This is an optimization exercise on Yosys and OpenROAD, whose aim is small area and a short achievable clock period, not a production implementation. Where RTL was checked, it was by simulation tests only, not by an equivalence proof against the original. For runs 1 to 3, only the layout was checked, not whether the RTL still works. Power and IR drop assume default switching activity.

[flow/config.mk]
export PLATFORM = sky130hd
export DESIGN_NAME = fpe_rm
export DESIGN_NICKNAME = fpe_rm
export VERILOG_FILES = /design/flow/design.v
export SDC_FILE = /design/flow/constraint.sdc
export NUM_CORES = 8
export LEC_CHECK = 0
export CAP_MARGIN = 40
export CORE_MARGIN = 2
export CORE_UTILIZATION = 45
export PLACE_DENSITY = 0.55
export SETUP_SLACK_MARGIN = 5
export SLEW_MARGIN = 20
[flow/constraint.sdc]
create_clock -name core_clock -period 10.0 [get_ports {clk}]
set_input_delay 2.0000 -clock core_clock [delete_from_list [all_inputs] [get_ports {clk}]]
set_output_delay 2.0000 -clock core_clock [all_outputs]
set_load 0.01 [all_outputs]
[flow/design.v]
module fpe_regmap (
  input  wire         clk,
  input  wire         rst,
  input  wire [5:0]   a,         
  input  wire [3:0]   amt,       
  input  wire [15:0]  lmask,     
  input  wire         rd,        
  input  wire         wr,        
  input  wire         s_w0,      
  input  wire         s_w1,      
  input  wire         s_bq,      
  input  wire [127:0] w0,
  input  wire [127:0] w1,
  input  wire [127:0] bq,
  output wire [127:0] rot_out
);
  reg  [511:0] cells;
  wire [127:0] rin, t1;
  wire [3:0]   rd0 = 4'b0001 << a[5:4];
  wire [3:0]   rd1 = 4'b0001 << (a[5:4] + 2'd1);
  genvar j, r;
  generate
    for (j = 0; j < 16; j = j + 1) begin : g_lane
      localparam [3:0] J = j;
      wire       lt  = (J < a[3:0]);
      wire [3:0] row = lt ? rd1 : rd0;      
      wire [3:0] rs  = row & {4{rd}};
      assign rin[8*j +: 8] = ({8{rs[0]}} & cells[  0 + 8*j +: 8]) |
                             ({8{rs[1]}} & cells[128 + 8*j +: 8]) |
                             ({8{rs[2]}} & cells[256 + 8*j +: 8]) |
                             ({8{rs[3]}} & cells[384 + 8*j +: 8]) |
                             ({8{s_w0}} & w0[8*(15-j) +: 8]) |
                             ({8{s_w1}} & w1[8*(15-j) +: 8]) |
                             ({8{s_bq}} & bq[8*(15-j) +: 8]);
      for (r = 0; r < 4; r = r + 1) begin : g_cell
        wire en = rst | (wr & lmask[j] & row[r]);
        always @(posedge clk)
          if (en)
            cells[128*r + 8*j +: 8] <= rot_out[8*(15-j) +: 8];
      end
    end
    for (j = 0; j < 16; j = j + 1) begin : g_rot
      reg [7:0] m1;
      always @(*) begin
        case (amt[1:0])
          2'd0:    m1 = rin[8*j +: 8];
          2'd1:    m1 = rin[8*((j + 1) % 16) +: 8];
          2'd2:    m1 = rin[8*((j + 2) % 16) +: 8];
          default: m1 = rin[8*((j + 3) % 16) +: 8];
        endcase
      end
      assign t1[8*j +: 8] = m1;
    end
    for (j = 0; j < 16; j = j + 1) begin : g_rot2
      reg [7:0] m2;
      always @(*) begin
        case (amt[3:2])
          2'd0:    m2 = t1[8*j +: 8];
          2'd1:    m2 = t1[8*((j + 4) % 16) +: 8];
          2'd2:    m2 = t1[8*((j + 8) % 16) +: 8];
          default: m2 = t1[8*((j + 12) % 16) +: 8];
        endcase
      end
      assign rot_out[8*j +: 8] = m2;
    end
  endgenerate
endmodule
module fpe_lanes (
  input  wire [3:0]  a,
  input  wire [4:0]  len,
  output wire [15:0] lmask
);
  wire [4:0] e    = {1'b0, a} + len;
  wire       full = len[4];
  wire       wrap = e[4];
  genvar j;
  generate
    for (j = 0; j < 16; j = j + 1) begin : g_lane
      localparam [3:0] J = j;
      wire lt   = (J < a);
      wire lt_e = (J < e[3:0]);
      assign lmask[j] = full | (wrap ? (!lt | lt_e) : (!lt & lt_e));
    end
  endgenerate
endmodule
module fpe_engine (
  input  wire         clk,
  input  wire         rst,
  input  wire         link_rst,
  input  wire         rx_valid,
  input  wire [7:0]   rx_data,
  output wire         rx_ready,
  output wire         tx_valid,
  output reg  [7:0]   tx_data,
  input  wire         tx_ready,
  output wire         commit_req,
  output wire         commit_wr,
  input  wire         commit_go,
  input  wire         snap,          
  output wire [5:0]   eng_addr,
  output wire [4:0]   eng_len,
  output wire [127:0] eng_buf,
  output reg  [3:0]   eng_amt,       
  input  wire [127:0] rd_win,
  output reg          diag_valid,
  output reg  [2:0]   diag_code
);
  localparam [3:0] S_IDLE = 4'd0,  S_HADDR = 4'd1,  S_HLEN = 4'd2,
                   S_RCS  = 4'd3,  S_WPAY  = 4'd4,  S_WCS  = 4'd5,
                   S_SKIP = 4'd6,  S_CRD   = 4'd8,  S_CWR  = 4'd9,
                   S_RA   = 4'd12, S_R2    = 4'd13, S_RD   = 4'd14,
                   S_RL   = 4'd15;
  reg [3:0]   st;
  reg [4:0]   cnt;
  reg [5:0]   addr;
  reg         ahi;
  reg [4:0]   len;
  reg [7:0]   acc;
  reg         is01, is02;
  reg [127:0] buf_q;
  wire rx_phase = !st[3];
  wire tx_phase = st[3] && st[2];
  assign rx_ready = rx_phase && !rst && !link_rst;
  assign tx_valid = tx_phase && !rst && !link_rst;
  wire rx_fire = rx_valid && rx_ready;
  wire tx_fire = tx_valid && tx_ready;
  assign commit_req = st[3] && !st[2];
  assign commit_wr  = st[0];
  assign eng_addr   = addr;
  assign eng_len    = len;
  assign eng_buf    = buf_q;
  wire       len_big = (rx_data > 8'd16);
  wire [6:0] hsum    = {1'b0, addr} + {2'b0, rx_data[4:0]};
  wire       hdr_ok  = !ahi && !len_big && (hsum <= 7'd64);
  always @(*) begin
    case (st)
      S_RA:    tx_data = {2'b00, addr};
      S_R2:    tx_data = acc ^ {2'b00, addr};
      S_RD:    tx_data = buf_q[7:0];
      default: tx_data = acc;
    endcase
  end
  wire shift = (st == S_WPAY && rx_fire) || (st == S_RD && tx_fire);
  always @(posedge clk)
    if (snap)
      buf_q <= rd_win;
    else if (shift)
      buf_q <= {rx_data, buf_q[127:8]};
  always @(posedge clk) begin
    diag_valid <= 1'b0;
    if (rst) begin
      st <= S_IDLE;
    end else if (link_rst) begin
      if (st != S_IDLE) begin
        diag_valid <= 1'b1;
        diag_code  <= 3'd5;
      end
      st <= S_IDLE;
    end else begin
      case (st)
        S_IDLE: if (rx_fire) begin
          is01 <= (rx_data == 8'h01);
          is02 <= (rx_data == 8'h02);
          acc  <= rx_data;
          st   <= S_HADDR;
        end
        S_HADDR: if (rx_fire) begin
          addr <= rx_data[5:0];
          ahi  <= |rx_data[7:6];
          acc  <= acc ^ rx_data;
          st   <= S_HLEN;
        end
        S_HLEN: if (rx_fire) begin
          len <= rx_data[4:0];
          eng_amt <= addr[3:0] + (is02 ? rx_data[3:0] : 4'd0);
          acc <= acc ^ rx_data;
          cnt <= rx_data[4:0];
          if (is01) begin
            if (hdr_ok) begin
              st <= S_RCS;
            end else begin
              st  <= S_SKIP;
              cnt <= 5'd1;
              diag_valid <= 1'b1;
              diag_code  <= len_big ? 3'd3 : 3'd1;
            end
          end else if (is02) begin
            if (len_big) begin
              st <= S_IDLE;
              diag_valid <= 1'b1;
              diag_code  <= 3'd3;
            end else if (!hdr_ok) begin
              st  <= S_SKIP;
              cnt <= rx_data[4:0] + 5'd1;
              diag_valid <= 1'b1;
              diag_code  <= 3'd1;
            end else if (rx_data[4:0] == 5'd0) begin
              st <= S_WCS;
            end else begin
              st <= S_WPAY;
            end
          end else begin
            st <= S_IDLE;
            diag_valid <= 1'b1;
            diag_code  <= 3'd4;
          end
        end
        S_RCS: if (rx_fire) begin
          if (rx_data == acc) begin
            st <= S_CRD;
          end else begin
            st <= S_IDLE;
            diag_valid <= 1'b1;
            diag_code  <= 3'd2;
          end
        end
        S_WPAY: if (rx_fire) begin
          acc   <= acc ^ rx_data;
          cnt   <= cnt - 5'd1;
          if (cnt == 5'd1)
            st <= S_WCS;
        end
        S_WCS: if (rx_fire) begin
          if (rx_data == acc) begin
            st <= S_CWR;
          end else begin
            st  <= S_RA;
            acc <= {2'b00, addr} ^ 8'hFF;
            diag_valid <= 1'b1;
            diag_code  <= 3'd2;
          end
        end
        S_SKIP: if (rx_fire) begin
          cnt <= cnt - 5'd1;
          if (cnt == 5'd1)
            st <= S_IDLE;
        end
        S_CRD: if (commit_go) begin
          acc   <= {2'b00, addr} ^ {3'b000, len};
          st    <= S_RA;
        end
        S_CWR: if (commit_go) begin
          acc <= {2'b00, addr};
          st  <= S_RA;
        end
        S_RA: if (tx_fire)
          st <= S_R2;
        S_R2: if (tx_fire)
          st <= (cnt != 5'd0) ? S_RD : S_RL;
        S_RD: if (tx_fire) begin
          acc   <= acc ^ buf_q[7:0];
          cnt   <= cnt - 5'd1;
          if (cnt == 5'd1)
            st <= S_RL;
        end
        S_RL: if (tx_fire)
          st <= S_IDLE;
        default: st <= S_IDLE;
      endcase
    end
  end
endmodule
module fpe_rm (
  input  wire         clk,
  input  wire         rst,
  input  wire         link_rst,
  input  wire         rx_valid,
  input  wire [7:0]   rx_data,
  output wire         rx_ready,
  output wire         tx_valid,
  output wire [7:0]   tx_data,
  input  wire         tx_ready,
  input  wire [1:0]   c_req,
  input  wire [1:0]   c_op,
  input  wire [15:0]  c_addr,
  input  wire [9:0]   c_len,
  input  wire [255:0] c_wdata,
  input  wire [1:0]   c_lock,
  output reg  [1:0]   c_gnt,
  output wire [255:0] c_rdata,
  output reg  [1:0]   c_err,
  output wire         diag_valid,
  output wire [2:0]   diag_code
);
  wire         commit_req;
  wire         commit_wr;
  wire         commit_go;
  wire [5:0]   eng_addr;
  wire [4:0]   eng_len;
  wire [127:0] eng_buf;
  wire [3:0]   eng_amt;      
  wire [127:0] rot_out;
  reg          p_er;         
  fpe_engine u_engine (
    .clk        (clk),
    .rst        (rst),
    .link_rst   (link_rst),
    .rx_valid   (rx_valid),
    .rx_data    (rx_data),
    .rx_ready   (rx_ready),
    .tx_valid   (tx_valid),
    .tx_data    (tx_data),
    .tx_ready   (tx_ready),
    .commit_req (commit_req),
    .commit_wr  (commit_wr),
    .commit_go  (commit_go),
    .snap       (p_er),
    .eng_addr   (eng_addr),
    .eng_len    (eng_len),
    .eng_buf    (eng_buf),
    .eng_amt    (eng_amt),
    .rd_win     (rdata_q),
    .diag_valid (diag_valid),
    .diag_code  (diag_code)
  );
  reg own_valid;
  reg own_idx;
  wire eng_sel = commit_req && !own_valid && !link_rst;
  assign commit_go = eng_sel && !rst;
  wire e0 = c_req[0] && !c_gnt[0] && (!own_valid || !own_idx);
  wire e1 = c_req[1] && !c_gnt[1] && (!own_valid ||  own_idx);
  wire gnt0 = !rst && !eng_sel && e0;
  wire gnt1 = !rst && !eng_sel && !e0 && e1;
  wire ok0 = !(c_len[4] && |c_len[3:0]) &&
             ({1'b0, c_addr[7:0]}  + {4'b0000, c_len[4:0]} <= 9'd64);
  wire ok1 = !(c_len[9] && |c_len[8:5]) &&
             ({1'b0, c_addr[15:8]} + {4'b0000, c_len[9:5]} <= 9'd64);
  wire eng_pre = commit_req && !own_valid;
  wire eng_a   = eng_pre && !link_rst;
  wire [5:0] ca  = e0 ? c_addr[5:0] : c_addr[13:8];
  wire [4:0] cl  = e0 ? c_len[4:0]  : c_len[9:5];
  wire [5:0] ra  = eng_a ? eng_addr : ca;
  wire [4:0] rl  = eng_a ? eng_len  : cl;
  wire [3:0] amt = eng_a ? eng_amt  : ca[3:0];
  wire [15:0] lm_e, lm_c;
  fpe_lanes u_lanes_e (.a(eng_addr[3:0]), .len(eng_len), .lmask(lm_e));
  fpe_lanes u_lanes_c (.a(ca[3:0]),       .len(cl),      .lmask(lm_c));
  wire [15:0] lmask = eng_a ? lm_e : lm_c;
  wire rd   = eng_a ? !commit_wr : (e0 ? !c_op[0] : !c_op[1]);
  wire s_bq = !rst && eng_sel && commit_wr;
  wire s_w0 = !rst && !eng_sel && e0 && c_op[0];
  wire s_w1 = !rst && !eng_sel && !e0 && c_op[1];
  wire wr = (commit_go && commit_wr) || (gnt0 && c_op[0] && ok0) ||
            (gnt1 && c_op[1] && ok1);
  fpe_regmap u_map (
    .clk     (clk),
    .rst     (rst),
    .a       (ra),
    .amt     (amt),
    .lmask   (lmask),
    .rd      (rd && !rst),
    .wr      (wr),
    .s_w0    (s_w0),
    .s_w1    (s_w1),
    .s_bq    (s_bq),
    .w0      (c_wdata[127:0]),
    .w1      (c_wdata[255:128]),
    .bq      (eng_buf),
    .rot_out (rot_out)
  );
  wire [127:0] rmask;
  genvar k;
  generate
    for (k = 0; k < 16; k = k + 1) begin : g_rmask
      assign rmask[8*k +: 8] = {8{k < rl}};
    end
  endgenerate
  reg [127:0] rdata_q;
  assign c_rdata = {rdata_q, rdata_q};
  always @(posedge clk) begin
    rdata_q <= rot_out & rmask;
    p_er    <= commit_go && !commit_wr;
  end
  always @(posedge clk) begin
    c_err <= {!ok1, !ok0};
    if (rst) begin
      own_valid <= 1'b0;
      c_gnt     <= 2'b00;
    end else begin
      c_gnt <= {gnt1, gnt0};
      if (own_valid) begin
        own_valid <= c_lock[own_idx];
      end else begin
        own_valid <= (gnt0 && c_lock[0]) || (gnt1 && c_lock[1]);
        own_idx   <= gnt1;
      end
    end
  end
endmodule
[flow/flow/run.sh]
#!/bin/bash
# Layout flow: the standard flow (standard.sh), with two changes:
#  * synthesis maps the logic with an area-oriented ABC script
#    (flow/abc_area.abc) in place of ORFS's delay-oriented one; the rest of
#    synthesis is the standard flow's own synth_recipe.tcl, unchanged, so the registers
#    are the standard synthesis's;
#  * the port buffers that buffer_ports inserts are sky130_fd_sc_hd__buf_2.
# Each tool's output is in ORFS's logs (orfs/logs/...); make's own output
# goes to flow_make.log.
set -euo pipefail
W=$PWD
{
  cat <<'EOT'
# ABC with the script in OWN_ABC_SCRIPT instead of the one synth.tcl names
proc abc {args} {
  set i [lsearch -exact $args -script]
  if {$i >= 0} {
    set args [lreplace $args [expr {$i + 1}] [expr {$i + 1}] $::env(OWN_ABC_SCRIPT)]
  }
  yosys abc {*}$args
}
EOT
  cat "$W/synth_recipe.tcl"
} > "$W/own_synth.tcl"
export OWN_ABC_SCRIPT="$W/flow/abc_area.abc"
bash "$W/standard.sh" SYNTH_SCRIPT="$W/own_synth.tcl" \
  "BUFFER_PORTS_ARGS=-buffer_cell sky130_fd_sc_hd__buf_2" finish > "$W/flow_make.log" 2>&1
[flow/flow/abc_area.abc]
strash
dch
map -a
topo
stime -c
[flow/standard.sh]
#!/bin/bash
# synth_recipe.tcl (not shown) runs the flow's synth.tcl, then flattens the netlist and writes it again
# the make line also repeats each setting of config.mk as NAME=value (left out here)
make -C /OpenROAD-flow-scripts/flow DESIGN_CONFIG=/design/flow/config.mk WORK_HOME=/design/flow/orfs CLKGATE_MAP_FILE= SYNTH_SCRIPT=/design/flow/synth_recipe.tcl "${@:-finish}"
==> results of run 1 <==
==> repair_timing <==
action | 4_1_cts | 5_1_grt
hold buffers | 0 | 0
pin swaps | 385 | 437
setup buffers | 465 | 292
gates cloned | 9 | 4
setup endpoints to repair | 1128 | 1152
gates resized for setup | 1682 | 851
hold endpoints to repair | 0 | 0
==> worst register-to-register path: cells and delay by family (launching register included) <==
kind,cells,cell delay (ns)
simple gates,10,1.72
compound gates,7,1.53
flops,1,0.44
buf+inv,9,1.42
==> sequential cells by signal, indices dropped and copies added (netlist names), 2 cells and up <==
register and flops:
u_engine.acc 8, u_engine.buf_q 128, c_err 2, rdata_q 128, u_map.cells 512, u_engine.diag_code 3, u_engine.len 5, c_gnt 2
u_engine.st 4, u_engine.eng_amt 4, u_engine.cnt 5, u_engine.addr 6
==> layer usage <==
| layer | part of all wire (%) | GRT usage (%) | up-vias |
|---|---|---|---|
| li1 | - | - | 19549 |
| met1 | 34 | 56.4 | 22971 |
| met2 | 41 | 67.1 | 4021 |
| met3 | 14 | 18.4 | 1276 |
| met4 | 9.9 | 31.9 | 26 |
| met5 | 0.28 | 0 | - |
==> power groups by stage <==
| stage | Combinational, uW | Sequential (uW) | Clock, uW |
|---|---|---|---|
| floorplan | 1540 | 4690 | 0 |
| global placement | 3000 | 4720 | 0 |
| detailed placement | 3020 | 4730 | 0 |
| CTS | 4510 | 4670 | 3330 |
| global route | 5810 | 4730 | 3470 |
| finish | 5790 | 4700 | 3330 |
==> area by class of cell <==
| class | count | share of cell area [%] |
|---|---|---|
| repair buffers | 1524 | 18.7 |
| flip-flops and latches | 814 | 33.8 |
| repair inverters | 2 | 0.0477 |
| clock buffers | 121 | 3.62 |
| clock inverters | 43 | 0.649 |
| well taps | 1243 | 2.28 |
| diodes | 14 | 0.0513 |
| multi-input cells | 3260 | 38.1 |
| inverters | 334 | 2.69 |
==> worst paths after layout <==
check	start	to	slack, ns	cells past startpoint
worst max-delay path	c_req[0]	rdata_q[97]	4.29	16
worst min-delay path	c_gnt[1]	c_gnt[1]	0.51	1
worst max register to register	u_engine.st[3]	u_map.cells[416]	4.59	26
worst min register to register	c_gnt[1]	c_gnt[1]	0.51	1
==> per-stage QoR <==
step | util [%] | instance area, um^2 | setup slack [ns] | std cells
global placement | 51.4 | 47200 | 1.42 | 6364
global route | 74.2 | 68200 | 4.27 | 7343
finish | 74.2 | 68200 | 4.29 | 7355
detailed placement | 51.7 | 47600 | 1.35 | 6400
CTS | 67.2 | 61800 | 4.60 | 7038
floorplan | - | 42600 | 0.853 | 4536
==> logic make-up (layout without fill, tap and decap cells) <==
kind of cell	after synthesis	in the layout	synth area share [%]
buffers and inverters	464	2024	5.31
flip-flops	814	814	55.1
other	0	14	0
AO/OA/AOI/OAI	1265	1265	19.5
XOR/XNOR	25	25	0.523
adder cells (fa/ha/maj)	41	41	1.31
AND/OR/NAND/NOR	1925	1927	18.2
multiplexers	2	2	0.0478
==> cell usage in the layout, fill, tap and decap left out, drive strengths merged, types with 26 or more instances in the layout <==
| master | count |
|---|---|
| a21oi | 258 |
| a221oi | 119 |
| a22oi | 211 |
| a41oi | 26 |
| buf | 1518 |
| clkbuf | 126 |
| clkinv | 305 |
| dfxtp | 139 |
| edfxtp | 675 |
| ha | 35 |
| inv | 53 |
| nand2 | 1324 |
| nand3 | 101 |
| nand4 | 74 |
| nor2 | 390 |
| o2111ai | 26 |
| o211ai | 37 |
| o21ai | 349 |
| o221ai | 46 |
| o22ai | 98 |
==> impl_metrics.xml, run 1 <==
<?xml version="1.0" encoding="UTF-8"?>
<metrics>
  <group name="outcome">
    <metric name="run_status" unit="">finished clean</metric>
  </group>
  <group name="sta">
    <metric name="grt_setup_unrepaired" unit="">true</metric>
    <metric name="setup_viol" unit="">0</metric>
    <metric name="finClkSkew" unit="ns">0.0405</metric>
    <metric name="worst_slew_margin_rel" unit="%">4.10</metric>
    <metric name="maxSlewViolCount" unit="">0</metric>
    <metric name="fraction_of_the_cycle_the_final_worst_path_needs" unit="%">57.1</metric>
    <metric name="fin_worst_hold_slack" unit="ns">0.506</metric>
    <metric name="finalSetupTns" unit="ns">0</metric>
    <metric name="hold_viol_final" unit="">0</metric>
    <metric name="tightestPinTransition" unit="ns">1.43</metric>
    <metric name="min_period" unit="ns">5.71</metric>
    <metric name="fmaxAchievable" unit="MHz">175</metric>
  </group>
  <group name="synthesis">
    <metric name="syn_nets" unit="">4877</metric>
    <metric name="synth_ff_type" unit="">sky130_fd_sc_hd__edfxtp_1</metric>
    <metric name="synth.cells.most_frequent" unit="">1324 x sky130_fd_sc_hd__nand2_1, 675 x sky130_fd_sc_hd__edfxtp_1, 388 x sky130_fd_sc_hd__nor2_1</metric>
    <metric name="netlist_area" unit="um^2">41900</metric>
    <metric name="synthesis.yosys.warnings" unit="">3</metric>
    <metric name="top_cells_by_area_synth" unit="">sky130_fd_sc_hd__edfxtp_1 48%, sky130_fd_sc_hd__nand2_1 12%, sky130_fd_sc_hd__dfxtp_1 6.6%, sky130_fd_sc_hd__o21ai_0 4.2%, sky130_fd_sc_hd__a22oi_1 3.8%</metric>
    <metric name="yosysTopAreaCell" unit="">sky130_fd_sc_hd__edfxtp_1</metric>
    <metric name="ys_async_sr_fraction" unit="%">0</metric>
    <metric name="most_used_standard_cell_by_instance_count_after_synthesis" unit="">sky130_fd_sc_hd__nand2_1</metric>
    <metric name="yosys.cell_types.count" unit="">48</metric>
    <metric name="synth.top_cell.area_share" unit="%">48.4</metric>
    <metric name="synth-seq-area-share" unit="%">55.1</metric>
    <metric name="synth_seq_cells" unit="">814</metric>
    <metric name="edff_count_synth" unit="">675</metric>
    <metric name="post_synth_inst_count" unit="">4536</metric>
    <metric name="syn_avg_cell_area" unit="um^2">9.23</metric>
  </group>
  <group name="power_and_ir_drop">
    <metric name="power_per_cell_area" unit="nW/um^2">203</metric>
    <metric name="p_int" unit="uW">8480</metric>
    <metric name="power_switching" unit="uW">5340</metric>
    <metric name="peakVddDrop" unit="mV">0.141</metric>
    <metric name="design_power_total" unit="uW">13800</metric>
    <metric name="power_switching_share" unit="%">38.6</metric>
    <metric name="comb_power_share" unit="%">41.9</metric>
    <metric name="cellLeakagePower" unit="uW">0.0270</metric>
    <metric name="clockPowerShare" unit="%">24.1</metric>
    <metric name="power.share.sequential" unit="%">34.0</metric>
  </group>
  <group name="critical_path">
    <metric name="cp_top_family" unit="">buffers and inverters</metric>
    <metric name="worst_setup_path_end_kind" unit="">flop</metric>
    <metric name="slowest_delay" unit="ns">0.97</metric>
    <metric name="critical_path.startpoint_type" unit="">input port</metric>
    <metric name="cpMaxStageDelayCell" unit="">sky130_fd_sc_hd__clkinvlp_4</metric>
    <metric name="cp_data_required_time" unit="ns">10.58</metric>
    <metric name="crit_fanout" unit="">12</metric>
    <metric name="critPathArrivalTime" unit="ns">6.29</metric>
    <metric name="critical_path_cell_by_cell" unit="">buf_8 -&gt; clkinv_4 -&gt; nor3_4 -&gt; buf_6 -&gt; clkinv_8 -&gt; buf_12 -&gt; buf_4 -&gt; nand2_1 -&gt; o21ai_1 -&gt; nand2_1 -&gt; o21ai_1 -&gt; clkinvlp_4 -&gt; o31ai_2 -&gt; buf_4 -&gt; a41oi_2 -&gt; buf_6</metric>
    <metric name="critical_path_class" unit="">in2reg</metric>
    <metric name="critical_path.n_buffers_inverters" unit="">9</metric>
  </group>
  <group name="placement">
    <metric name="gp_routability_congestion" unit="">1.09</metric>
    <metric name="dp_hpwl" unit="mm">156</metric>
    <metric name="port_buffers" unit="">574</metric>
  </group>
  <group name="detailed_routing">
    <metric name="drc" unit="">0</metric>
    <metric name="avgViaCountPerCell" unit="">6.50</metric>
    <metric name="wl_per_cell" unit="um">32.6</metric>
    <metric name="route.antenna.remaining_nets" unit="">0</metric>
    <metric name="firstDrtPassIters" unit="">17</metric>
    <metric name="totalWireLength" unit="mm">239</metric>
    <metric name="drt_iter0_drc" unit="">7411</metric>
    <metric name="route.vias.total" unit="">47843</metric>
  </group>
  <group name="layout">
    <metric name="area.sequential" unit="um^2">23100</metric>
    <metric name="final_nets" unit="">6365</metric>
    <metric name="area.growth.synth_to_final" unit="%">63.0</metric>
    <metric name="num-fill-cells" unit="">6274</metric>
    <metric name="multi_input_comb_area" unit="um^2">26000</metric>
    <metric name="fraction_of_final_layout_cells_sized_beyond_drive_strength_1" unit="%">51.0</metric>
  </group>
  <group name="clock_network">
    <metric name="count_of_clock_tree_sinks" unit="">814</metric>
    <metric name="clock_insertion_delay_worst_skew" unit="ns">0.72</metric>
    <metric name="clock_transition_at_the_register_clock_pins_on_the_worst_setup_and_hold_paths_after_cts" unit="ns">0.06</metric>
    <metric name="clock_root_buffer_master" unit="">sky130_fd_sc_hd__clkbuf_16</metric>
    <metric name="clock_tree_from_tritoncts" unit="">yes</metric>
    <metric name="clk_path_buf_depth" unit="">3</metric>
    <metric name="cts-buffers-inserted" unit="">88</metric>
    <metric name="cts-htree-levels" unit="">3</metric>
  </group>
  <group name="global_route">
    <metric name="grt_antenna_before_repair" unit="">18</metric>
    <metric name="grt_pass1_vias" unit="">42346</metric>
    <metric name="overflow" unit="">0</metric>
    <metric name="grt_start_max_net_pins" unit="">72</metric>
    <metric name="grt_usage" unit="%">46.3</metric>
    <metric name="grt_pass1_wl" unit="mm">311</metric>
  </group>
  <group name="floorplanning">
    <metric name="start_util" unit="%">45.5</metric>
    <metric name="dieWidth" unit="um">309</metric>
    <metric name="placement_rows" unit="">111</metric>
    <metric name="ios" unit="">575</metric>
    <metric name="die_area" unit="um^2">95500</metric>
    <metric name="core" unit="um^2">91900</metric>
    <metric name="fp.dieH" unit="um">309</metric>
  </group>
  <group name="worst_hold_path">
    <metric name="min_path_type" unit="">reg2reg</metric>
  </group>
  <group name="run">
    <metric name="drv_cap" unit="">0</metric>
  </group>
</metrics>
==> inputs of run 2 (changes only) <==
--- a/flow/flow/run.sh
+++ b/flow/flow/run.sh
@@ -2,4 +2,4 @@
 # Layout flow: the standard flow (standard.sh), with two changes:
-#  * synthesis maps the logic with an area-oriented ABC script
-#    (flow/abc_area.abc) in place of ORFS's delay-oriented one; the rest of
+#  * synthesis maps the logic with an ABC script without ORFS's SOP balancing, buffering and sizing
+#    (flow/abc_nf.abc: delay-aware mapping with area recovery) in place of ORFS's; the rest of
 #    synthesis is the standard flow's own synth_recipe.tcl, unchanged, so the registers
@@ -24,3 +24,3 @@
 } > "$W/own_synth.tcl"
-export OWN_ABC_SCRIPT="$W/flow/abc_area.abc"
+export OWN_ABC_SCRIPT="$W/flow/abc_nf.abc"
 bash "$W/standard.sh" SYNTH_SCRIPT="$W/own_synth.tcl" \
==> flow/flow/abc_nf.abc (new file) <==
strash
&get -n
&st
&dch
&nf
&put
topo
stime -c
--- a/flow/config.mk
+++ b/flow/config.mk
@@ -9,5 +9,5 @@
 export CORE_MARGIN = 2
-export CORE_UTILIZATION = 45
-export PLACE_DENSITY = 0.55
-export SETUP_SLACK_MARGIN = 5
+export CORE_UTILIZATION = 40
+export PLACE_DENSITY = 0.5
+export SETUP_SLACK_MARGIN = 3.5
 export SLEW_MARGIN = 20
removed: flow/flow/abc_area.abc
==> impl_metrics.xml, run 2 <==
<?xml version="1.0" encoding="UTF-8"?>
<metrics>
  <group name="sta">
    <metric name="finalSetupTns" unit="ns">0</metric>
    <metric name="hold_viol_final" unit="">0</metric>
    <metric name="setup_viol" unit="">0</metric>
    <metric name="fraction_of_the_cycle_the_final_worst_path_needs" unit="%">65.7</metric>
    <metric name="min_period" unit="ns">6.57</metric>
    <metric name="worst_slack" unit="ns">3.43</metric>
    <metric name="tightestPinTransition" unit="ns">1.04</metric>
    <metric name="worst_slew_margin_rel" unit="%">30.1</metric>
    <metric name="maxSlewViolCount" unit="">0</metric>
    <metric name="finClkSkew" unit="ns">0.0458</metric>
    <metric name="grt_setup_unrepaired" unit="">true</metric>
    <metric name="fin_worst_hold_slack" unit="ns">0.565</metric>
    <metric name="fmaxAchievable" unit="MHz">152</metric>
  </group>
  <group name="synthesis">
    <metric name="synth_seq_cells" unit="">814</metric>
    <metric name="yosys.area_share.xor_xnor" unit="%">0.921</metric>
    <metric name="synthesis.yosys.warnings" unit="">3</metric>
    <metric name="synth-seq-area-share" unit="%">55.1</metric>
    <metric name="netlist_area" unit="um^2">41800</metric>
    <metric name="yosysTopAreaCell" unit="">sky130_fd_sc_hd__edfxtp_1</metric>
    <metric name="syn_nets" unit="">4007</metric>
    <metric name="synth_top_family_by_area" unit="">compound AO/OA/AOI/OAI gates</metric>
    <metric name="synth_ff_type" unit="">sky130_fd_sc_hd__edfxtp_1</metric>
    <metric name="most_used_standard_cell_by_instance_count_after_synthesis" unit="">sky130_fd_sc_hd__edfxtp_1</metric>
    <metric name="post_synth_inst_count" unit="">3666</metric>
    <metric name="yosys.cell_types.count" unit="">73</metric>
    <metric name="edff_count_synth" unit="">675</metric>
    <metric name="top_cells_by_area_synth" unit="">sky130_fd_sc_hd__edfxtp_1 48%, sky130_fd_sc_hd__a222oi_1 6.7%, sky130_fd_sc_hd__dfxtp_1 6.7%, sky130_fd_sc_hd__mux2_1 3.5%, sky130_fd_sc_hd__nand2_1 3.5%</metric>
    <metric name="syn_avg_cell_area" unit="um^2">11.4</metric>
    <metric name="synthAdderAreaFrac" unit="%">1.65</metric>
    <metric name="ys_async_sr_fraction" unit="%">0</metric>
    <metric name="synth.top_cell.area_share" unit="%">48.5</metric>
    <metric name="muxShareOfSynthArea" unit="%">3.95</metric>
    <metric name="synth.cells.most_frequent" unit="">675 x sky130_fd_sc_hd__edfxtp_1, 389 x sky130_fd_sc_hd__nand2_1, 291 x sky130_fd_sc_hd__nor2_1</metric>
    <metric name="synth_compound_gate_area_share" unit="%">22.0</metric>
    <metric name="synth-simple-area-share" unit="%">13.5</metric>
  </group>
  <group name="clock_network">
    <metric name="cts-htree-levels" unit="">3</metric>
    <metric name="clock_transition_at_the_register_clock_pins_on_the_worst_setup_and_hold_paths_after_cts" unit="ns">0.06</metric>
    <metric name="clk_path_buf_depth" unit="">3</metric>
    <metric name="clock_insertion_delay_worst_skew" unit="ns">0.72</metric>
    <metric name="hold_buffers" unit="">0</metric>
    <metric name="clock_root_buffer_master" unit="">sky130_fd_sc_hd__clkbuf_16</metric>
    <metric name="count_of_clock_tree_sinks" unit="">814</metric>
    <metric name="clock_tree_from_tritoncts" unit="">yes</metric>
    <metric name="cts-buffers-inserted" unit="">91</metric>
  </group>
  <group name="floorplanning">
    <metric name="fp.dieH" unit="um">327</metric>
    <metric name="dieWidth" unit="um">327</metric>
    <metric name="ios" unit="">575</metric>
    <metric name="core" unit="um^2">104000</metric>
    <metric name="placement_rows" unit="">118</metric>
    <metric name="start_util" unit="%">40.4</metric>
    <metric name="die_area" unit="um^2">107000</metric>
  </group>
  <group name="layout">
    <metric name="area.growth.synth_to_final" unit="%">23.1</metric>
    <metric name="layout_commonest_cell" unit="">sky130_fd_sc_hd__edfxtp_1</metric>
    <metric name="layout.cells.most_common_list" unit="">675 x sky130_fd_sc_hd__edfxtp_1, 602 x sky130_fd_sc_hd__buf_2, 371 x sky130_fd_sc_hd__nand2_1, 280 x sky130_fd_sc_hd__a222oi_1, 278 x sky130_fd_sc_hd__nor2_1</metric>
    <metric name="reg.largest.list" unit="">u_map.cells: 512 flops, rdata_q: 128 flops, u_engine.buf_q: 128 flops</metric>
    <metric name="fraction_of_final_layout_cells_sized_beyond_drive_strength_1" unit="%">24.4</metric>
    <metric name="post-route-util" unit="%">49.7</metric>
    <metric name="top_register" unit="">u_map.cells</metric>
    <metric name="final_nets" unit="">4783</metric>
    <metric name="largest_reg_flops" unit="">512</metric>
    <metric name="layout.cells.non_filler" unit="">5907</metric>
  </group>
  <group name="global_route">
    <metric name="grt_antenna_before_repair" unit="">11</metric>
    <metric name="grt_start_max_net_pins" unit="">104</metric>
    <metric name="grt_pass1_vias" unit="">36639</metric>
    <metric name="grt_usage" unit="%">38.0</metric>
    <metric name="grt_pass1_wl" unit="mm">288</metric>
    <metric name="overflow" unit="">0</metric>
  </group>
  <group name="placement">
    <metric name="pre_cts_slack" unit="ns">2.14</metric>
    <metric name="place.detailed.instances" unit="">5693</metric>
    <metric name="port_buffers" unit="">574</metric>
    <metric name="gp_routability_congestion" unit="">1.05</metric>
    <metric name="dp_hpwl" unit="mm">159</metric>
  </group>
  <group name="power_and_ir_drop">
    <metric name="power_per_cell_area" unit="nW/um^2">219</metric>
    <metric name="peakVddDrop" unit="mV">0.136</metric>
    <metric name="cellLeakagePower" unit="uW">0.0196</metric>
  </group>
  <group name="detailed_routing">
    <metric name="route.antenna.remaining_nets" unit="">0</metric>
    <metric name="totalWireLength" unit="mm">211</metric>
    <metric name="avgViaCountPerCell" unit="">6.69</metric>
    <metric name="route.vias.total" unit="">39504</metric>
    <metric name="drc" unit="">0</metric>
    <metric name="firstDrtPassIters" unit="">10</metric>
    <metric name="wl_per_cell" unit="um">35.6</metric>
    <metric name="drt_iter0_drc" unit="">6786</metric>
  </group>
  <group name="critical_path">
    <metric name="critPathArrivalTime" unit="ns">7.14</metric>
    <metric name="critical_path.startpoint_type" unit="">input port</metric>
    <metric name="cp_data_required_time" unit="ns">10.57</metric>
    <metric name="critical_path_class" unit="">in2reg</metric>
    <metric name="worst_setup_path_end_kind" unit="">flop</metric>
    <metric name="crit_fanout" unit="">25</metric>
  </group>
  <group name="worst_hold_path">
    <metric name="min_path_type" unit="">reg2reg</metric>
  </group>
  <group name="run">
    <metric name="drv_cap" unit="">0</metric>
  </group>
  <group name="outcome">
    <metric name="run_status" unit="">finished clean</metric>
  </group>
</metrics>
==> run 2: report_power, final <==
| part | internal, uW | switching [uW] | total [uW] |
|---|---|---|---|
| Clock | 2230 | 1470 | 3700 |
| Combinational | 849 | 2170 | 3020 |
| Sequential | 4310 | 232 | 4550 |
==> run 2: path summary, 6_finish.rpt <==
| path | start | endpoint | slack, ns | depth (start not counted) |
|---|---|---|---|---|
| min reg2reg | u_engine.buf_q[47] | u_engine.buf_q[39] | 0.57 | 1 |
| min | u_engine.buf_q[47] | u_engine.buf_q[39] | 0.57 | 1 |
| max | link_rst | rdata_q[124] | 3.43 | 16 |
| max reg2reg | own_valid | rdata_q[73] | 4.18 | 16 |
==> run 2: routing by layer <==
metal / GRT usage [%] / vias up / wire length (um) / part of all wire, %
met4: 20.3 / 2 / 12800 / 6.1
met5: 0 / - / 13 / 0.0062
met3: 8.84 / 491 / 22800 / 11
met2: 56.5 / 2716 / 91100 / 43
li1: - / 16605 / - / -
met1: 51.6 / 19690 / 83800 / 40
==> run 2: critical path, stage by stage <==
cell and delay (ns):
sky130_fd_sc_hd__buf_2 0.15, sky130_fd_sc_hd__or4b_4 0.58, sky130_fd_sc_hd__buf_4 0.24, sky130_fd_sc_hd__o21ai_0 0.25, sky130_fd_sc_hd__nand2_1 0.13, sky130_fd_sc_hd__buf_4 0.27
sky130_fd_sc_hd__o31ai_1 0.36, sky130_fd_sc_hd__buf_2 0.29, sky130_fd_sc_hd__a211oi_1 0.17, sky130_fd_sc_hd__a222oi_1 0.37, sky130_fd_sc_hd__nand3_1 0.22, sky130_fd_sc_hd__a222oi_1 0.86
sky130_fd_sc_hd__a21o_1 0.29, sky130_fd_sc_hd__nor2_1 0.05, sky130_fd_sc_hd__or3_1 0.55, sky130_fd_sc_hd__and2_0 0.30
==> run 2: layout make-up <==
type,instances,area [um^2]
Tap cell,1380,1730
Clock inverter,45,694
Sequential cell,814,23100
Timing Repair Buffer,810,4730
Fill cell,9649,52200
Multi-Input combinational cell,2665,18400
Clock buffer,126,2670
Antenna cell,7,17.5
Inverter,60,225
==> run 2: what timing repair did <==
action / CTS / global route
pin swaps: 12 / 14
gates resized for setup: 52 / 69
setup buffers: 15 / 14
endpoints found under the setup margin: 506 / 570
endpoints found under the hold margin: 0 / 0
gates cloned: 1 / 0
==> run 2: metrics by stage <==
step	power (uW)	area (um^2)
floorplan	5950	41900
detailed placement	7390	47300
global placement	7370	46900
global route	11500	51500
finish	11300	51500
CTS	11100	51000
==> run 2: logic make-up after synthesis <==
logic type               Yosys count
multiplexers                     149
AO/OA/AOI/OAI                   1219
XOR/XNOR                          44
adder cells (fa/ha/maj)           55
flip-flops                       814
AND/OR/NAND/NOR                 1197
buffers and inverters            188
==> inputs of run 3 (changes only) <==
--- a/flow/design.v
+++ b/flow/design.v
@@ -3,3 +3,3 @@
   input  wire         rst,
-  input  wire [5:0]   a,         
+  input  wire [63:0]  row,       
   input  wire [3:0]   amt,       
@@ -18,4 +18,2 @@
   wire [127:0] rin, t1;
-  wire [3:0]   rd0 = 4'b0001 << a[5:4];
-  wire [3:0]   rd1 = 4'b0001 << (a[5:4] + 2'd1);
   genvar j, r;
@@ -23,6 +21,3 @@
     for (j = 0; j < 16; j = j + 1) begin : g_lane
-      localparam [3:0] J = j;
-      wire       lt  = (J < a[3:0]);
-      wire [3:0] row = lt ? rd1 : rd0;      
-      wire [3:0] rs  = row & {4{rd}};
+      wire [3:0] rs  = {row[48 + j], row[32 + j], row[16 + j], row[j]} & {4{rd}};
       assign rin[8*j +: 8] = ({8{rs[0]}} & cells[  0 + 8*j +: 8]) |
@@ -35,3 +30,3 @@
       for (r = 0; r < 4; r = r + 1) begin : g_cell
-        wire en = rst | (wr & lmask[j] & row[r]);
+        wire en = rst | (wr & lmask[j] & row[16*r + j]);
         always @(posedge clk)
@@ -41,27 +36,8 @@
     end
-    for (j = 0; j < 16; j = j + 1) begin : g_rot
-      reg [7:0] m1;
-      always @(*) begin
-        case (amt[1:0])
-          2'd0:    m1 = rin[8*j +: 8];
-          2'd1:    m1 = rin[8*((j + 1) % 16) +: 8];
-          2'd2:    m1 = rin[8*((j + 2) % 16) +: 8];
-          default: m1 = rin[8*((j + 3) % 16) +: 8];
-        endcase
-      end
-      assign t1[8*j +: 8] = m1;
-    end
-    for (j = 0; j < 16; j = j + 1) begin : g_rot2
-      reg [7:0] m2;
-      always @(*) begin
-        case (amt[3:2])
-          2'd0:    m2 = t1[8*j +: 8];
-          2'd1:    m2 = t1[8*((j + 4) % 16) +: 8];
-          2'd2:    m2 = t1[8*((j + 8) % 16) +: 8];
-          default: m2 = t1[8*((j + 12) % 16) +: 8];
-        endcase
-      end
-      assign rot_out[8*j +: 8] = m2;
-    end
   endgenerate
+  wire [127:0] t2, t3;
+  fpe_rot2i #(.STEP(1)) u_rot1 (.s(amt[0]), .d(rin), .y(t1));
+  fpe_rot2i #(.STEP(2)) u_rot2 (.s(amt[1]), .d(t1),  .y(t2));
+  fpe_rot2i #(.STEP(4)) u_rot3 (.s(amt[2]), .d(t2),  .y(t3));
+  fpe_rot2i #(.STEP(8)) u_rot4 (.s(amt[3]), .d(t3),  .y(rot_out));
 endmodule
@@ -85,2 +61,32 @@
 endmodule
+module fpe_rot2i #(
+  parameter STEP = 1
+) (
+  input  wire         s,
+  input  wire [127:0] d,
+  output wire [127:0] y
+);
+  genvar k;
+  generate
+    for (k = 0; k < 16; k = k + 1) begin : g_byte
+      assign y[8*k +: 8] = ~(s ? d[8*((k + STEP) % 16) +: 8] : d[8*k +: 8]);
+    end
+  endgenerate
+endmodule
+module fpe_rows (
+  input  wire [5:0]  a,
+  output wire [15:0] lt,
+  output wire [3:0]  rd0,
+  output wire [3:0]  rd1
+);
+  assign rd0 = 4'b0001 << a[5:4];
+  assign rd1 = 4'b0001 << (a[5:4] + 2'd1);
+  genvar j;
+  generate
+    for (j = 0; j < 16; j = j + 1) begin : g_lane
+      localparam [3:0] J = j;
+      assign lt[j] = (J < a[3:0]);
+    end
+  endgenerate
+endmodule
 module fpe_engine (
@@ -331,3 +337,2 @@
   wire [4:0] cl  = e0 ? c_len[4:0]  : c_len[9:5];
-  wire [5:0] ra  = eng_a ? eng_addr : ca;
   wire [4:0] rl  = eng_a ? eng_len  : cl;
@@ -338,2 +343,19 @@
   wire [15:0] lmask = eng_a ? lm_e : lm_c;
+  wire [15:0] lt_e, lt_0, lt_1;
+  wire [3:0]  rd0_e, rd0_0, rd0_1, rd1_e, rd1_0, rd1_1;
+  fpe_rows u_rows_e (.a(eng_addr),     .lt(lt_e), .rd0(rd0_e), .rd1(rd1_e));
+  fpe_rows u_rows_0 (.a(c_addr[5:0]),  .lt(lt_0), .rd0(rd0_0), .rd1(rd1_0));
+  fpe_rows u_rows_1 (.a(c_addr[13:8]), .lt(lt_1), .rd0(rd0_1), .rd1(rd1_1));
+  wire [15:0] lt  = eng_a ? lt_e  : (e0 ? lt_0  : lt_1);
+  wire [3:0]  rd0 = eng_a ? rd0_e : (e0 ? rd0_0 : rd0_1);
+  wire [3:0]  rd1 = eng_a ? rd1_e : (e0 ? rd1_0 : rd1_1);
+  wire [63:0] row;
+  genvar jj, rr;
+  generate
+    for (jj = 0; jj < 16; jj = jj + 1) begin : g_row_l
+      for (rr = 0; rr < 4; rr = rr + 1) begin : g_row_r
+        assign row[16*rr + jj] = lt[jj] ? rd1[rr] : rd0[rr];
+      end
+    end
+  endgenerate
   wire rd   = eng_a ? !commit_wr : (e0 ? !c_op[0] : !c_op[1]);
@@ -347,3 +369,3 @@
     .rst     (rst),
-    .a       (ra),
+    .row     (row),
     .amt     (amt),
--- a/flow/config.mk
+++ b/flow/config.mk
@@ -11,3 +11,5 @@
 export PLACE_DENSITY = 0.5
-export SETUP_SLACK_MARGIN = 3.5
+export SETUP_SLACK_MARGIN = 4
 export SLEW_MARGIN = 20
+export SYNTH_HIERARCHICAL = 1
+export SYNTH_MINIMUM_KEEP_SIZE = 0
==> impl_metrics.xml, run 3 <==
<?xml version="1.0" encoding="UTF-8"?>
<metrics>
  <group name="layout">
    <metric name="area.growth.synth_to_final" unit="%">19.6</metric>
    <metric name="fraction_of_final_layout_cells_sized_beyond_drive_strength_1" unit="%">24.1</metric>
    <metric name="reg.largest.list" unit="">u_map.cells: 512 flops, rdata_q: 128 flops, u_engine.buf_q: 128 flops</metric>
    <metric name="largest_reg_flops" unit="">512</metric>
    <metric name="layout_commonest_cell" unit="">sky130_fd_sc_hd__edfxtp_1</metric>
    <metric name="top_register" unit="">u_map.cells</metric>
    <metric name="final_nets" unit="">4265</metric>
    <metric name="layout.cells.most_common_list" unit="">675 x sky130_fd_sc_hd__edfxtp_1, 583 x sky130_fd_sc_hd__buf_2, 559 x sky130_fd_sc_hd__mux2i_1, 240 x sky130_fd_sc_hd__a32oi_1, 191 x sky130_fd_sc_hd__nand2_1</metric>
  </group>
  <group name="critical_path">
    <metric name="crit_fanout" unit="">71</metric>
    <metric name="critPathArrivalTime" unit="ns">6.69</metric>
    <metric name="cp_data_required_time" unit="ns">10.59</metric>
    <metric name="worst_setup_path_end_kind" unit="">flop</metric>
    <metric name="worstSetupStartpoint" unit="">link_rst</metric>
    <metric name="r2r_start" unit="">u_engine.st[2]</metric>
    <metric name="critical_path_class" unit="">in2reg</metric>
    <metric name="critical_path.startpoint_type" unit="">input port</metric>
  </group>
  <group name="worst_hold_path">
    <metric name="min_path_type" unit="">reg2reg</metric>
    <metric name="hold_path.startpoint" unit="">u_engine.buf_q[38]</metric>
  </group>
  <group name="detailed_routing">
    <metric name="route.vias.total" unit="">33583</metric>
    <metric name="firstDrtPassIters" unit="">9</metric>
    <metric name="drt_iter0_drc" unit="">4188</metric>
    <metric name="avgViaCountPerCell" unit="">6.24</metric>
    <metric name="totalWireLength" unit="mm">175</metric>
    <metric name="wl_per_cell" unit="um">32.5</metric>
    <metric name="route.antenna.remaining_nets" unit="">0</metric>
    <metric name="drc" unit="">0</metric>
  </group>
  <group name="floorplanning">
    <metric name="core" unit="um^2">104000</metric>
    <metric name="dieWidth" unit="um">328</metric>
    <metric name="placement_rows" unit="">118</metric>
    <metric name="ios" unit="">575</metric>
    <metric name="start_util" unit="%">40.4</metric>
    <metric name="die_area" unit="um^2">108000</metric>
    <metric name="fp.dieH" unit="um">328</metric>
  </group>
  <group name="global_route">
    <metric name="grt_start_max_net_pins" unit="">159</metric>
    <metric name="grt_antenna_before_repair" unit="">6</metric>
    <metric name="grt_pass1_wl" unit="mm">240</metric>
    <metric name="overflow" unit="">0</metric>
    <metric name="grt_usage" unit="%">31.2</metric>
    <metric name="grt_pass1_vias" unit="">31990</metric>
  </group>
  <group name="sta">
    <metric name="fmaxAchievable" unit="MHz">164</metric>
    <metric name="min_period" unit="ns">6.10</metric>
    <metric name="setup_viol" unit="">0</metric>
    <metric name="hold_viol_final" unit="">0</metric>
    <metric name="finClkSkew" unit="ns">0.0322</metric>
    <metric name="grt_setup_unrepaired" unit="">false</metric>
    <metric name="worst_slew_margin_rel" unit="%">25.2</metric>
    <metric name="maxSlewViolCount" unit="">0</metric>
    <metric name="tightestPinTransition" unit="ns">1.12</metric>
    <metric name="finalSetupTns" unit="ns">0</metric>
    <metric name="fraction_of_the_cycle_the_final_worst_path_needs" unit="%">61.0</metric>
    <metric name="worst_slack" unit="ns">3.90</metric>
  </group>
  <group name="synthesis">
    <metric name="ys_async_sr_fraction" unit="%">0</metric>
    <metric name="most_used_standard_cell_by_instance_count_after_synthesis" unit="">sky130_fd_sc_hd__edfxtp_1</metric>
    <metric name="syn_avg_cell_area" unit="um^2">12.9</metric>
    <metric name="synth.cells.most_frequent" unit="">675 x sky130_fd_sc_hd__edfxtp_1, 586 x sky130_fd_sc_hd__mux2i_1, 240 x sky130_fd_sc_hd__a32oi_1</metric>
    <metric name="yosys.cell_types.count" unit="">56</metric>
    <metric name="synthesis.yosys.warnings" unit="">9</metric>
    <metric name="top_cells_by_area_synth" unit="">sky130_fd_sc_hd__edfxtp_1 48%, sky130_fd_sc_hd__mux2i_1 14%, sky130_fd_sc_hd__dfxtp_1 6.6%, sky130_fd_sc_hd__a32oi_1 5.0%, sky130_fd_sc_hd__mux2_1 3.5%</metric>
    <metric name="synth_ff_type" unit="">sky130_fd_sc_hd__edfxtp_1</metric>
    <metric name="synth_seq_cells" unit="">814</metric>
    <metric name="yosysTopAreaCell" unit="">sky130_fd_sc_hd__edfxtp_1</metric>
    <metric name="edff_count_synth" unit="">675</metric>
    <metric name="netlist_area" unit="um^2">42000</metric>
    <metric name="syn_nets" unit="">3597</metric>
    <metric name="synth-seq-area-share" unit="%">54.9</metric>
    <metric name="synth.top_cell.area_share" unit="%">48.3</metric>
    <metric name="post_synth_inst_count" unit="">3254</metric>
  </group>
  <group name="clock_network">
    <metric name="clock_transition_at_the_register_clock_pins_on_the_worst_setup_and_hold_paths_after_cts" unit="ns">0.06</metric>
    <metric name="clock_tree_from_tritoncts" unit="">yes</metric>
    <metric name="clk_path_buf_depth" unit="">3</metric>
    <metric name="clock_insertion_delay_worst_skew" unit="ns">0.69</metric>
    <metric name="count_of_clock_tree_sinks" unit="">814</metric>
    <metric name="clock_root_buffer_master" unit="">sky130_fd_sc_hd__clkbuf_16</metric>
    <metric name="cts-htree-levels" unit="">3</metric>
    <metric name="hold_buffers" unit="">0</metric>
    <metric name="cts-buffers-inserted" unit="">89</metric>
  </group>
  <group name="outcome">
    <metric name="run_status" unit="">finished clean</metric>
  </group>
  <group name="placement">
    <metric name="pre_cts_slack" unit="ns">3.04</metric>
    <metric name="gp_routability_congestion" unit="">0.944</metric>
    <metric name="dp_hpwl" unit="mm">132</metric>
    <metric name="port_buffers" unit="">574</metric>
  </group>
  <group name="power_and_ir_drop">
    <metric name="cellLeakagePower" unit="uW">0.0200</metric>
    <metric name="power_per_cell_area" unit="nW/um^2">206</metric>
    <metric name="peakVddDrop" unit="mV">0.124</metric>
  </group>
  <group name="run">
    <metric name="drv_cap" unit="">0</metric>
  </group>
</metrics>
## run 3: cell count changes in the layout (fill, tap and decap cells not counted), sizes merged, moves of 49 or more
cell,delta
a21oi,-125
a222oi,-152
a31o,+55
a32oi,+235
and2,+49
buf,-97
mux2i,+567
nand2,-195
nand4,-86
nor2,-188
o21ai,-79
o22ai,-58
## run 3: critical path, stage by stage
cell and delay (ns):
sky130_fd_sc_hd__buf_2 0.19, sky130_fd_sc_hd__or3b_4 0.57, sky130_fd_sc_hd__nor2_1 0.29, sky130_fd_sc_hd__nand2_1 0.24
sky130_fd_sc_hd__bufinv_8 0.49, sky130_fd_sc_hd__buf_12 0.38, sky130_fd_sc_hd__a222oi_1 0.27, sky130_fd_sc_hd__nand3_1 0.35
sky130_fd_sc_hd__mux2i_1 0.15, sky130_fd_sc_hd__mux2i_1 0.42, sky130_fd_sc_hd__mux2i_1 0.25, sky130_fd_sc_hd__mux2i_2 0.52
sky130_fd_sc_hd__nor2b_1 0.31
## run 3: power breakdown
part	switching [uW]	internal (uW)	leakage, uW
clock network	1390	1840	0.00139
registers	232	4330	0.00785
logic	1740	807	0.0107
total	3370	6980	0.0200
## run 3: cells by family (layout without fill, tap and decap cells)
kind of cell / after synthesis / in the layout / share of synthesized area (%)
DFF: 814 / 814 / 54.9
and+or+nand+nor: 731 / 732 / 8.63
AOI/OAI and AO/OA: 724 / 725 / 13.7
muxes: 717 / 717 / 17.5
buffers and inverters: 179 / 920 / 2.91
xor gates and xnor gates: 44 / 44 / 0.918
adders and majority gates: 42 / 42 / 1.36
other: 3 / 5 / 0.0268
## run 3: path summary, 6_finish.rpt
kind / to / slack [ns] / cells after the start
setup / recovery: rdata_q[18] / 3.90 / 13
hold reg to reg: u_engine.buf_q[30] / 0.56 / 1
setup reg to reg: u_map.cells[308] / 4.42 / 14
hold / removal: u_engine.buf_q[30] / 0.56 / 1
## run 3: cell type report
cell class / count / area, um^2
Clock inverter: 43 / 379
Fill cell: 9273 / 53600
Antenna cell: 2 / 5.00
Sequential cell: 814 / 23100
Tap cell: 1380 / 1730
Multi-Input combinational cell: 2263 / 18200
Clock buffer: 123 / 2470
Inverter: 33 / 140
Timing Repair Buffer: 721 / 4250
## run 3: per-module statistics from Yosys, one instance, submodules excluded, excerpt
| module | times used | cells inside |
|---|---|---|
| fpe_engine | 1 | 580 |
| fpe_rm | 1 | 755 |
| fpe_regmap | 1 | 1134 |
| fpe_rows | 3 | 33 |
| fpe_lanes | 2 | 87 |
## run 3: what timing repair did
item	4_1_cts	5_1_grt
setup endpoints to repair	454	825
resized for setup	24	40
pin swaps	6	7
setup buffers	2	3
cloned	1	2
## run 3: layer usage
metal / GRT usage (%) / routed length (um) / vias to the layer above
met5: 0 / 13 / -
met4: 9.20 / 5700 / 2
met3: 5.83 / 14100 / 235
met2: 50.5 / 82200 / 1660
met1: 42.5 / 73100 / 17114
li1: - / - / 14572
## run 3: through the flow
step	utilization [%]	instances	hold slack (ns)	power (uW)	instance area, um^2
floorplan	-	3254	0.530	5890	42100
global route	48.3	5377	0.582	10700	50200
global placement	44.5	5121	0.540	6970	46200
CTS	48.0	5356	0.564	10300	49800
detailed placement	45.1	5187	0.548	7070	46800
finish	48.3	5379	0.562	10300	50200
==> inputs of run 4 (changes only) <==
--- a/flow/design.v
+++ b/flow/design.v
@@ -37,7 +37,4 @@
   endgenerate
-  wire [127:0] t2, t3;
-  fpe_rot2i #(.STEP(1)) u_rot1 (.s(amt[0]), .d(rin), .y(t1));
-  fpe_rot2i #(.STEP(2)) u_rot2 (.s(amt[1]), .d(t1),  .y(t2));
-  fpe_rot2i #(.STEP(4)) u_rot3 (.s(amt[2]), .d(t2),  .y(t3));
-  fpe_rot2i #(.STEP(8)) u_rot4 (.s(amt[3]), .d(t3),  .y(rot_out));
+  fpe_rot4 #(.STEP(1)) u_rot1 (.s(amt[1:0]), .d(rin), .y(t1));
+  fpe_rot4 #(.STEP(4)) u_rot2 (.s(amt[3:2]), .d(t1),  .y(rot_out));
 endmodule
@@ -61,6 +58,6 @@
 endmodule
-module fpe_rot2i #(
+module fpe_rot4 #(
   parameter STEP = 1
 ) (
-  input  wire         s,
+  input  wire [1:0]   s,
   input  wire [127:0] d,
@@ -71,3 +68,12 @@
     for (k = 0; k < 16; k = k + 1) begin : g_byte
-      assign y[8*k +: 8] = ~(s ? d[8*((k + STEP) % 16) +: 8] : d[8*k +: 8]);
+      reg [7:0] m;
+      always @(*) begin
+        case (s)
+          2'd0:    m = d[8*k +: 8];
+          2'd1:    m = d[8*((k +   STEP) % 16) +: 8];
+          2'd2:    m = d[8*((k + 2*STEP) % 16) +: 8];
+          default: m = d[8*((k + 3*STEP) % 16) +: 8];
+        endcase
+      end
+      assign y[8*k +: 8] = m;
     end
==> impl_metrics.xml, run 4 <==
<?xml version="1.0" encoding="UTF-8"?>
<metrics>
  <group name="synthesis">
    <metric name="yosys.area_share.xor_xnor" unit="%">0.905</metric>
    <metric name="syn_avg_cell_area" unit="um^2">14.2</metric>
    <metric name="synth.cells.most_frequent" unit="">675 x sky130_fd_sc_hd__edfxtp_1, 256 x sky130_fd_sc_hd__mux4_2, 240 x sky130_fd_sc_hd__a32oi_1</metric>
    <metric name="synthAdderAreaFrac" unit="%">1.34</metric>
    <metric name="muxShareOfSynthArea" unit="%">18.7</metric>
    <metric name="synth-seq-area-share" unit="%">54.1</metric>
    <metric name="synth_top_family_by_area" unit="">multiplexers</metric>
    <metric name="synth_ff_type" unit="">sky130_fd_sc_hd__edfxtp_1</metric>
    <metric name="top_cells_by_area_synth" unit="">sky130_fd_sc_hd__edfxtp_1 48%, sky130_fd_sc_hd__mux4_2 14%, sky130_fd_sc_hd__dfxtp_1 6.5%, sky130_fd_sc_hd__a32oi_1 4.9%, sky130_fd_sc_hd__mux2_1 3.5%</metric>
    <metric name="most_used_standard_cell_by_instance_count_after_synthesis" unit="">sky130_fd_sc_hd__edfxtp_1</metric>
    <metric name="synthesis.yosys.warnings" unit="">11</metric>
    <metric name="syn_nets" unit="">3344</metric>
    <metric name="synth.top_cell.area_share" unit="%">47.6</metric>
    <metric name="ys_async_sr_fraction" unit="%">0</metric>
    <metric name="synth-simple-area-share" unit="%">8.57</metric>
    <metric name="synth_seq_cells" unit="">814</metric>
    <metric name="yosys.cell_types.count" unit="">57</metric>
    <metric name="yosysTopAreaCell" unit="">sky130_fd_sc_hd__edfxtp_1</metric>
    <metric name="synth_compound_gate_area_share" unit="%">13.5</metric>
    <metric name="netlist_area" unit="um^2">42600</metric>
    <metric name="post_synth_inst_count" unit="">3001</metric>
    <metric name="edff_count_synth" unit="">675</metric>
  </group>
  <group name="critical_path">
    <metric name="worst_setup_path_end_kind" unit="">flop</metric>
    <metric name="critical_path_class" unit="">in2reg</metric>
    <metric name="slowest_delay" unit="ns">0.69</metric>
    <metric name="cp_top_family" unit="">multiplexers</metric>
    <metric name="crit_fanout" unit="">147</metric>
    <metric name="cp_common_cell" unit="">sky130_fd_sc_hd__mux4_2</metric>
    <metric name="critPathArrivalTime" unit="ns">6.61</metric>
    <metric name="cp_data_required_time" unit="ns">10.54</metric>
    <metric name="reg2reg_slack" unit="ns">4.54</metric>
    <metric name="critical_path.startpoint_type" unit="">input port</metric>
    <metric name="cpMaxStageDelayCell" unit="">sky130_fd_sc_hd__mux4_2</metric>
    <metric name="critical_path_cell_by_cell" unit="">buf_2 -&gt; buf_6 -&gt; buf_8 -&gt; nor3_1 -&gt; a31o_4 -&gt; buf_12 -&gt; and2_1 -&gt; a32oi_1 -&gt; nand3_1 -&gt; mux4_2 -&gt; mux4_2 -&gt; and2_0</metric>
    <metric name="critical_path.n_buffers_inverters" unit="">4</metric>
  </group>
  <group name="placement">
    <metric name="pre_cts_slack" unit="ns">2.90</metric>
    <metric name="place.detailed.instances" unit="">4900</metric>
    <metric name="gp_routability_congestion" unit="">0.927</metric>
    <metric name="dp_hpwl" unit="mm">135</metric>
    <metric name="port_buffers" unit="">574</metric>
  </group>
  <group name="detailed_routing">
    <metric name="route.vias.total" unit="">33890</metric>
    <metric name="drt_iter0_drc" unit="">5027</metric>
    <metric name="drc" unit="">0</metric>
    <metric name="met3RoutedLength" unit="mm">18.3</metric>
    <metric name="route.antenna.remaining_nets" unit="">0</metric>
    <metric name="topRoutingLayerUsed" unit="">met4</metric>
    <metric name="wl_per_cell" unit="um">35.5</metric>
    <metric name="route.met2.wl" unit="mm">82.9</metric>
    <metric name="firstDrtPassIters" unit="">24</metric>
    <metric name="m1WireLength" unit="mm">73.6</metric>
    <metric name="avgViaCountPerCell" unit="">6.64</metric>
    <metric name="totalWireLength" unit="mm">181</metric>
  </group>
  <group name="layout">
    <metric name="layout.cells.most_common_list" unit="">675 x sky130_fd_sc_hd__edfxtp_1, 579 x sky130_fd_sc_hd__buf_2, 256 x sky130_fd_sc_hd__mux4_2, 239 x sky130_fd_sc_hd__a32oi_1, 195 x sky130_fd_sc_hd__nand2_1</metric>
    <metric name="layout.cells.non_filler" unit="">5102</metric>
    <metric name="layout_commonest_cell" unit="">sky130_fd_sc_hd__edfxtp_1</metric>
    <metric name="reg.largest.list" unit="">u_map.cells: 512 flops, rdata_q: 128 flops, u_engine.buf_q: 128 flops</metric>
    <metric name="area.growth.synth_to_final" unit="%">18.8</metric>
    <metric name="num-fill-cells" unit="">9275</metric>
    <metric name="final_nets" unit="">3967</metric>
    <metric name="area.sequential" unit="um^2">23100</metric>
    <metric name="fraction_of_final_layout_cells_sized_beyond_drive_strength_1" unit="%">30.5</metric>
    <metric name="multi_input_comb_area" unit="um^2">18700</metric>
    <metric name="top_register" unit="">u_map.cells</metric>
    <metric name="largest_reg_flops" unit="">512</metric>
  </group>
  <group name="global_route">
    <metric name="grt_start_max_net_pins" unit="">151</metric>
    <metric name="grt_usage" unit="%">32.5</metric>
    <metric name="overflow" unit="">0</metric>
    <metric name="grt_pass1_vias" unit="">32115</metric>
    <metric name="grt_pass1_wl" unit="mm">249</metric>
    <metric name="grt_antenna_before_repair" unit="">13</metric>
  </group>
  <group name="floorplanning">
    <metric name="ios" unit="">575</metric>
    <metric name="dieWidth" unit="um">330</metric>
    <metric name="core" unit="um^2">105000</metric>
    <metric name="die_area" unit="um^2">109000</metric>
    <metric name="start_util" unit="%">40.4</metric>
    <metric name="placement_rows" unit="">119</metric>
    <metric name="fp.dieH" unit="um">330</metric>
  </group>
  <group name="power_and_ir_drop">
    <metric name="clockPowerShare" unit="%">33.2</metric>
    <metric name="peakVddDrop" unit="mV">0.133</metric>
    <metric name="power.share.sequential" unit="%">42.9</metric>
    <metric name="cellLeakagePower" unit="uW">0.0189</metric>
    <metric name="power_switching" unit="uW">3370</metric>
    <metric name="design_power_total" unit="uW">10700</metric>
    <metric name="comb_power_share" unit="%">23.9</metric>
    <metric name="power_per_cell_area" unit="nW/um^2">211</metric>
    <metric name="p_int" unit="uW">7310</metric>
    <metric name="power_switching_share" unit="%">31.6</metric>
  </group>
  <group name="sta">
    <metric name="tightestPinTransition" unit="ns">1.27</metric>
    <metric name="fraction_of_the_cycle_the_final_worst_path_needs" unit="%">60.7</metric>
    <metric name="setup_viol" unit="">0</metric>
    <metric name="worst_slack" unit="ns">3.93</metric>
    <metric name="hold_viol_final" unit="">0</metric>
    <metric name="finClkSkew" unit="ns">0.0339</metric>
    <metric name="fmaxAchievable" unit="MHz">165</metric>
    <metric name="maxSlewViolCount" unit="">0</metric>
    <metric name="min_period" unit="ns">6.07</metric>
    <metric name="grt_setup_unrepaired" unit="">true</metric>
    <metric name="fin_worst_hold_slack" unit="ns">0.554</metric>
    <metric name="finalSetupTns" unit="ns">0</metric>
    <metric name="worst_slew_margin_rel" unit="%">15.1</metric>
  </group>
  <group name="clock_network">
    <metric name="cts-buffers-inserted" unit="">91</metric>
    <metric name="clk_path_buf_depth" unit="">3</metric>
    <metric name="clock_transition_at_the_register_clock_pins_on_the_worst_setup_and_hold_paths_after_cts" unit="ns">0.06</metric>
    <metric name="clock_tree_from_tritoncts" unit="">yes</metric>
    <metric name="clock_root_buffer_master" unit="">sky130_fd_sc_hd__clkbuf_16</metric>
    <metric name="hold_buffers" unit="">0</metric>
    <metric name="count_of_clock_tree_sinks" unit="">814</metric>
    <metric name="cts-htree-levels" unit="">3</metric>
    <metric name="clock_insertion_delay_worst_skew" unit="ns">0.69</metric>
  </group>
  <group name="worst_hold_path">
    <metric name="min_path_type" unit="">reg2reg</metric>
  </group>
  <group name="outcome">
    <metric name="run_status" unit="">finished clean</metric>
  </group>
  <group name="run">
    <metric name="drv_cap" unit="">0</metric>
  </group>
</metrics>
run 4: changes by cell type after synthesis, moves of 6 or more:
cell / before / now
sky130_fd_sc_hd__mux4_2: 0 / 256
sky130_fd_sc_hd__nand2_1: 194 / 200
sky130_fd_sc_hd__mux2i_1: 586 / 74
sky130_fd_sc_hd__a21oi_1: 76 / 70
run 4: worst paths after layout:
| check | from | to | cells after the start |
|---|---|---|---|
| setup / recovery | rst | rdata_q[97] | 12 |
| hold / removal | u_engine.buf_q[11] | u_engine.buf_q[3] | 1 |
| setup reg to reg | u_engine.st[3] | rdata_q[26] | 13 |
| hold reg to reg | u_engine.buf_q[11] | u_engine.buf_q[3] | 1 |
run 4: repair_timing:
action	CTS	global route
endpoints found under the setup margin	946	883
hold endpoints to repair	0	0
pin swaps	3	15
cloned	2	0
setup buffers	0	2
gates resized for setup	15	27
run 4: kinds of logic after synthesis:
| kind of cell | Yosys count |
|---|---|
| muxes | 461 |
| xor gates and xnor gates | 44 |
| and+or+nand+nor | 740 |
| DFF | 814 |
| other | 3 |
| adders and majority gates | 42 |
| buffers and inverters | 179 |
| AOI/OAI and AO/OA | 718 |
run 4: per-layer routing:
layer,vias up,global-route usage [%]
met2,2153,50.5
met1,17527,45.4
met3,262,6.93
li1,13948,-
met5,-,0
met4,0,10.6
run 4: layout make-up:
class	count	share of cell area, %
diodes	8	0.0396
clock buffers	114	4.93
clock inverters	58	1.36
inverters	33	0.274
multi-input cells	2008	36.9
flip-flops and latches	814	45.6
well taps	1391	3.44
repair buffers	674	7.46
repair inverters	2	0.0346
run 4: modules after synthesis (local to each module, per instance), a selection:
module	cells	area [um^2]	copies in the design	flops+latches
fpe_regmap	1134	20300	1	512
fpe_engine	580	8210	1	167
fpe_rm	755	6720	1	135
fpe_lanes	87	524	2	0
fpe_rows	34	171	3	0
run 4: power groups by stage:
stage / Combinational [uW] / Sequential (uW) / Clock (uW)
6_report: 2560 / 4580 / 3550
5_1_grt: 2650 / 4620 / 3720
4_1_cts: 2480 / 4580 / 3590
3_5_place_dp: 2450 / 4650 / 0
3_3_place_gp: 2430 / 4630 / 0
2_1_floorplan: 1390 / 4590 / 0
run 4: worst reg2reg max path, stage by stage (launching register included):
cell	delay [ns]
sky130_fd_sc_hd__dfxtp_1	0.60
sky130_fd_sc_hd__nand2b_1	0.18
sky130_fd_sc_hd__clkinv_1	0.13
sky130_fd_sc_hd__or3b_2	0.48
sky130_fd_sc_hd__nand2_1	0.24
sky130_fd_sc_hd__nor2_1	0.15
sky130_fd_sc_hd__nand2_4	0.25
sky130_fd_sc_hd__clkinv_8	0.26
sky130_fd_sc_hd__buf_6	0.35
sky130_fd_sc_hd__a222oi_1	0.59
sky130_fd_sc_hd__nand3_1	0.52
sky130_fd_sc_hd__mux4_2	0.67
sky130_fd_sc_hd__mux4_2	0.61
sky130_fd_sc_hd__nor2b_1	0.25
run 4: through the flow:
stage,area [um^2],util (%)
after global routing,50600,48.0
after CTS,50300,47.7
after global placement,46700,44.3
final,50600,48.0
after detailed placement,47000,44.6
after floorplan,42700,-

==> what the ideal ports hide <==
The flow's constraints put no driver on any port. The routed layouts listed below were extracted and timed again, unchanged, in two steps.
Step 1, drivers: a clkbuf_16 drives clk and a buf_2 each remaining input, both assumed.
Step 2 moves the port delays by t, midway between the first and last clock arrival at a register: inputs arrive t later, outputs are due t later. That takes back most of the time a late clock gives input paths.
Slacks: ideal / step 1 / step 2; pairs: ideal / step 1.
run	shift t [ns]	setup slack, ns	worst setup path at the end	pins driven straight from the clock port
run 1	0.782	4.289 / 4.327 / 3.545	input to register	1
run 2	0.780	3.433 / 3.478 / 2.698	input to register	1
run 3	0.747	3.902 / 3.954 / 3.207	input to register	1
run 4	0.746	3.935 / 3.979 / 3.233	input to register	1
After both steps setup and hold are still met in every run listed. For run 1, which loses most, drivers alone change the setup slack by +0.038 ns; drivers and shift together by -0.744 ns.
